This design comes from an exercise in tuning for small area, a short achievable clock period and few clock cycles per item on the open sky130 flow, not from production work.
The RTL was checked by simulation tests, not by an equivalence proof against the original design.

==> inputs of 08-21 <==
Design spidrv_core, start of the top module:
module spidrv_core (
    input  wire        clk,
    input  wire        rst,
    input  wire        cfg_valid,
    output reg         cfg_ready,
    input  wire [31:0] cfg_in_min,
    input  wire [31:0] cfg_in_max,
    input  wire [31:0] cfg_out_min,
    input  wire [31:0] cfg_out_max,
    input  wire        cfg_little_endian,
    output reg         cfg_done,
    output reg  [2:0]  cfg_err,
    output reg  [31:0] cfg_scale,
    input  wire        s_valid,
    output reg         s_ready,
    input  wire [23:0] s_data,
    output reg         m_valid,
    input  wire        m_ready,
    output reg  [31:0] m_data
);
Settings: LEC_CHECK=0, CAP_MARGIN=20, CORE_MARGIN=2, CORE_UTILIZATION=40, SLEW_MARGIN=20; clock period 32.0 ns.
standard.sh (not shown) runs the stock make flow with config.mk's settings and CLKGATE_MAP_FILE= SYNTH_SCRIPT=/design/flow/synth_recipe.tcl, a recipe that flattens the netlist after the stock synthesis.
==> flow/flow/run.sh <==
#!/bin/bash
# Standard layout, with repair_timing asked to keep extra setup margin so that
# the critical paths are sized for speed, and the port buffers made with
# buf_1 cells (the clock and constraints are unchanged; every port is still
# buffered).
set -euo pipefail
bash standard.sh SETUP_SLACK_MARGIN=24.4 "BUFFER_PORTS_ARGS=-buffer_cell sky130_fd_sc_hd__buf_1" finish > standard_flow.log 2>&1
==> 08-19 (differences from 08-21) <==
--- a/flow/design.v
+++ b/flow/design.v
@@ -1,20 +1,19 @@
 module spidrv_absdiff (
     input  wire [31:0] a,
     input  wire [31:0] b,
     input  wire        uns,
     output wire [31:0] mag,
     output wire        neg
 );
-    wire [31:0] t, tn;
-    wire        c0, c1;
-    spidrv_add #(32, 5) u_t  (.a(a), .b(~b), .ci(1'b1), .s(t),  .co(c0));
-    spidrv_add #(32, 5) u_tn (.a(b), .b(~a), .ci(1'b1), .s(tn), .co(c1));
+    wire [31:0] t;
+    wire        c0;
+    spidrv_add #(32, 5) u_t (.a(a), .b(~b), .ci(1'b1), .s(t), .co(c0));
     assign neg = ~uns & t[31];
-    assign mag = neg ? tn : t;
+    assign mag = (t ^ {32{neg}}) + {31'd0, neg};
 endmodule
 module spidrv_int2f (
     input  wire [31:0] mag,
     output wire        zero,
     output wire [7:0]  e,
     output wire [22:0] m
 );
@@ -1652,30 +1651,34 @@
 endmodule
 module spidrv_f2i (
     input  wire [25:0] ph,           
     input  wire        pl,           
     input  wire        zp,
     input  wire        ovf,
     input  wire        big,
-    input  wire [5:0]  sh,
+    input  wire [5:0]  sh,           
     input  wire        neg,
     input  wire [31:0] out_min,
     output wire [31:0] y,
-    output wire [24:0] r             
+    output wire [22:0] rm,           
+    output wire        rc            
 );
-    wire        p47  = ph[25];
-    wire [23:0] mant = p47 ? ph[25:2] : ph[24:1];
-    wire        g    = p47 ? ph[1] : ph[0];
-    wire        st   = p47 ? (ph[0] | pl) : pl;
-    assign      r    = {1'b0, mant} + {24'd0, g & (st | mant[0])};
-    wire [6:0]  s    = {1'b0, sh} - {6'd0, p47};      
-    wire [31:0] v    = {r, 7'd0} >> s[4:0];
-    wire        oor  = ovf | s[6] | (~s[5] & v[31]);
-    wire        zr   = big | s[5];
-    wire [31:0] qq   = zp ? 32'd0 : oor ? 32'h8000_0000 : zr ? 32'd0 : v;
+    wire        p47 = ph[25];
+    wire        lsb = p47 ? ph[2] : ph[1];
+    wire        g   = p47 ? ph[1] : ph[0];
+    wire        st  = p47 ? (ph[0] | pl) : pl;
+    wire        rnd = g & (st | lsb);
+    wire [24:0] x   = {ph[25:2], ph[1] & ~p47};                      
+    wire [25:0] tt  = {1'b0, x} + {24'd0, rnd & p47, rnd & ~p47};    
+    assign rm = p47 ? tt[23:1] : tt[22:0];
+    assign rc = p47 ? tt[25] : tt[24];
+    wire [32:0] v   = {tt, 7'd0} >> sh;
+    wire        oor = ovf | ((sh == 6'd0) & (tt[25] | tt[24])) | ((sh == 6'd1) & tt[25]);
+    wire        clr = zp | oor | big;
+    wire [31:0] qq  = {(v[31] & ~clr) | (oor & ~zp), v[30:0] & {31{~clr}}};
     wire        co;
     spidrv_add #(32, 5) u_add (.a(out_min), .b(qq ^ {32{neg}}), .ci(neg), .s(y), .co(co));
 endmodule
 module spidrv_newmapper (
     input  wire [24:0] rem,         
     input  wire [23:0] den,         
     output wire [1:0]  qb,          
@@ -1767,30 +1770,32 @@
                S_DIV = 3'd4, S_RND = 3'd5, S_M3 = 3'd6;
     reg [2:0]  state;
     reg [3:0]  dcnt;
     reg        mapper_ok;
     reg        little_endian;
     reg [31:0] bsub;                
     reg [31:0] out_min;
+    reg [30:0] scale_n;             
     reg [25:0] m3;                  
     reg [23:0] f0, f1;
     reg [7:0]  f0h;
     reg        wp, rp;
     reg [1:0]  fcnt;
     reg        va, na;
     reg [31:0] maga;
     reg        v1, z1, n1;
     reg [7:0]  ex1;
     reg [22:0] m1;
     reg        v2, zp2, ovf2, big2, n2, pl2;
     reg [25:0] ph2;
     reg [5:0]  sh2;
-    reg [24:0] rem;
-    reg [7:0]  e_num;
-    reg        num_zero, err3, err4;
+    wire [24:0] rem      = m3[24:0];
+    wire [7:0]  e_num    = f1[7:0];
+    wire        num_zero = f1[8];
+    reg         err3, err4;
     wire idle   = (state == S_IDLE);
     wire cfga   = (state == S_C1) | (state == S_C2);     
     wire cfgb   = (state == S_C2) | (state == S_C3);     
     wire cstart = idle & cfg_valid;
     wire [23:0] head = rp ? f1 : f0;
     wire [31:0] opa;
     spidrv_remap u_dec (.f(head), .fh(f0h), .le(little_endian), .cfgm(cfga), .a(opa));
@@ -1800,39 +1805,42 @@
     wire        z1_d;
     wire [7:0]  ex1_d;
     wire [22:0] m1_d;
     spidrv_int2f u_i2f (.mag(maga), .zero(z1_d), .e(ex1_d), .m(m1_d));
     wire        m3cyc = (state == S_M3);
     wire [23:0] mx = m3cyc ? 24'h60_0000 : {1'b1, m1};
     wire [47:0] P;
-    spidrv_fmul u_mul (.mx(mx), .ms({1'b1, cfg_scale[22:0]}), .m3(m3), .p(P));
-    wire [7:0]  es   = cfg_scale[30:23];
+    spidrv_fmul u_mul (.mx(mx), .ms({1'b1, ~scale_n[22:0]}), .m3(m3), .p(P));
+    wire [7:0]  es   = ~scale_n[30:23];
     wire [9:0]  shs  = 10'd284 - {2'd0, ex1} - {2'd0, es};
     wire [31:0] y;
-    wire [24:0] r3;
+    wire [22:0] rm3;
+    wire        rc3;
     spidrv_f2i u_f2i (.ph(ph2), .pl(pl2), .zp(zp2), .ovf(ovf2), .big(big2),
-                      .sh(sh2), .neg(n2), .out_min(out_min), .y(y), .r(r3));
+                      .sh(sh2), .neg(n2), .out_min(out_min), .y(y), .rm(rm3), .rc(rc3));
     wire [1:0]  qb;
     wire [24:0] rem_n;
     spidrv_newmapper u_div (.rem(rem), .den({1'b1, m1}), .qb(qb), .rem_n(rem_n));
-    wire [7:0]  es_q    = e_num - ex1 + 8'd126 + {7'd0, ph2[25]} + {7'd0, r3[24]};
-    wire [31:0] scale_r = num_zero ? 32'd0 : {1'b0, es_q, r3[22:0]};
+    wire [7:0]  es_q    = e_num - ex1 + 8'd126 + {7'd0, ph2[25]} + {7'd0, rc3};
+    wire [31:0] scale_r = num_zero ? 32'd0 : {1'b0, es_q, rm3};
     wire en   = ~m_valid | m_ready;
     wire push = s_valid & s_ready;
     wire pop  = en & (fcnt != 2'd0);
     wire [1:0] fcnt_n = fcnt + {1'b0, push} - {1'b0, pop};
     wire cerr = err3 | err4 | z1;
     always @(posedge clk) begin
         if (cstart | (state == S_C1)) begin
             f0  <= (state == S_C1) ? cfg_in_max[23:0]  : cfg_out_max[23:0];
             f0h <= (state == S_C1) ? cfg_in_max[31:24] : cfg_out_max[31:24];
         end else if (s_ready & ~wp) begin
             f0 <= s_data;
         end
-        if (s_ready & wp)
+        if (state == S_C3)
+            f1[8:0] <= {z1, ex1};
+        else if (s_ready & wp)
             f1 <= s_data;
         if (cstart)
             bsub <= cfg_out_min;
         if (state == S_C1) begin
             bsub          <= cfg_in_min;
             out_min       <= cfg_out_min;
             little_endian <= cfg_little_endian;
@@ -1863,23 +1871,21 @@
             big2 <= ~shs[9] & (shs[8:0] > 9'd32);
             sh2  <= shs[5:0];
             n2   <= n1;
             m_data <= y;
         end
         if (m3cyc)
             m3 <= P[46:21];
-        if (state == S_C3) begin
-            rem      <= {1'b1, m1};
-            e_num    <= ex1;
-            num_zero <= z1;
-        end else if (state == S_DIV) begin
-            rem       <= rem_n;
-        end
+        else if (state == S_C3)
+            m3[24:0] <= {1'b1, m1};
+        else if (state == S_DIV)
+            m3[24:0] <= rem_n;
         if (state == S_RND) begin
             cfg_scale <= scale_r;
+            scale_n   <= ~scale_r[30:0];
         end
         if (rst) begin
             state     <= S_IDLE;
             dcnt      <= 4'd0;
             mapper_ok <= 1'b0;
             fcnt      <= 2'd0;
             wp        <= 1'b0;
@@ -1934,15 +1940,14 @@
                     end
                 end
                 S_RND: begin
                     state     <= S_M3;
                     cfg_done  <= 1'b1;
                     cfg_err   <= 3'd0;
                     mapper_ok <= 1'b1;
-                    s_ready   <= 1'b1;
                 end
                 S_M3: state <= S_IDLE;
                 default: state <= S_IDLE;
             endcase
         end
     end
 endmodule
==> flow/flow/run.sh (replaced) <==
#!/bin/bash
# Standard layout, with repair_timing asked to keep extra setup margin so that
# the critical paths are sized for speed, and the port buffers made with
# buf_1 cells (the clock and constraints are unchanged; every port is still
# buffered).
set -euo pipefail
bash standard.sh SETUP_SLACK_MARGIN=24.35 "BUFFER_PORTS_ARGS=-buffer_cell sky130_fd_sc_hd__buf_1" finish > standard_flow.log 2>&1
==> flow/config.mk (replaced) <==
export PLATFORM = sky130hd
export DESIGN_NAME = spidrv_core
export DESIGN_NICKNAME = spidrv_core
export VERILOG_FILES = /design/flow/design.v
export SDC_FILE = /design/flow/constraint.sdc
export NUM_CORES = 4
export LEC_CHECK = 0
export CAP_MARGIN = 20
export CORE_MARGIN = 2
export CORE_UTILIZATION = 55
export SLEW_MARGIN = 20
==> comparison <==
In 08-19 the wire length is lower than in 08-21, by 5.7%.
Of 08-19 and 08-21, 08-19 has the higher sequential share of layout area (gap 1.4 points).
Against 08-21, the sequential cell count of 08-19 is lower by 3.
Between 08-19 and 08-21, the lower synthesized cell count is in 08-21 (gap 2.7%, measured against 08-21).
==> figures <==
| quantity | 08-19 | 08-21 |
|---|---|---|
| Multi-input logic area | 27830 um^2 | 28710 um^2 |
| Endpoint of the worst hold path | n2 | n1 |
| Average size of a mapped cell | 8.556 um^2 | 9.042 um^2 |
| Shortest clock period the worst path allows after layout | 7.621 ns | 7.769 ns |
| Status | timing/DRC/antenna clean | timing/DRC/antenna clean |
| Critical path peak fanout | 4 | 2 |
| FF-to-FF setup slack | 24.50 ns | 24.37 ns |
| Destination of the worst register-to-register timing path | pl2 | m_data[31] |
| Vias in the first global route | 35136 | 36316 |
Testbench counts of 08-21, summed over its fixed seeds: cycles 21,504, items 19,200.
Testbench counts of 08-19, summed over its fixed seeds: cycles 21,504, items 19,200.

port drivers added, routing unchanged:
The flow's constraints put no driver on any port. The routed layouts listed below were extracted and timed again, unchanged, in two steps.
Step 1 assumes that a clkbuf_16 drives the clock port and a buf_2 every other input.
Step 2 moves the port delays by t, midway between the first and last clock arrival at a register: inputs arrive t later, outputs are due t later. That takes back most of the time a late clock gives input paths.
Slacks: ideal ports / drivers / drivers and shift; pairs: ideal ports / drivers.
| run | shift t [ns] | setup WS [ns] | worst register clock-pin slew, ns | pins driven straight from the clock port |
|---|---|---|---|---|
| 08-21 | 0.675 | 24.231 / 24.166 / 23.858 | 0.08 / 0.08 | 1 |
| 08-19 | 0.649 | 24.379 / 24.310 / 23.787 | 0.07 / 0.07 | 1 |
After both steps every run listed still meets setup and hold. The setup slack of 08-19, which loses most, moves by -0.069 ns with the drivers and by -0.592 ns with both steps.
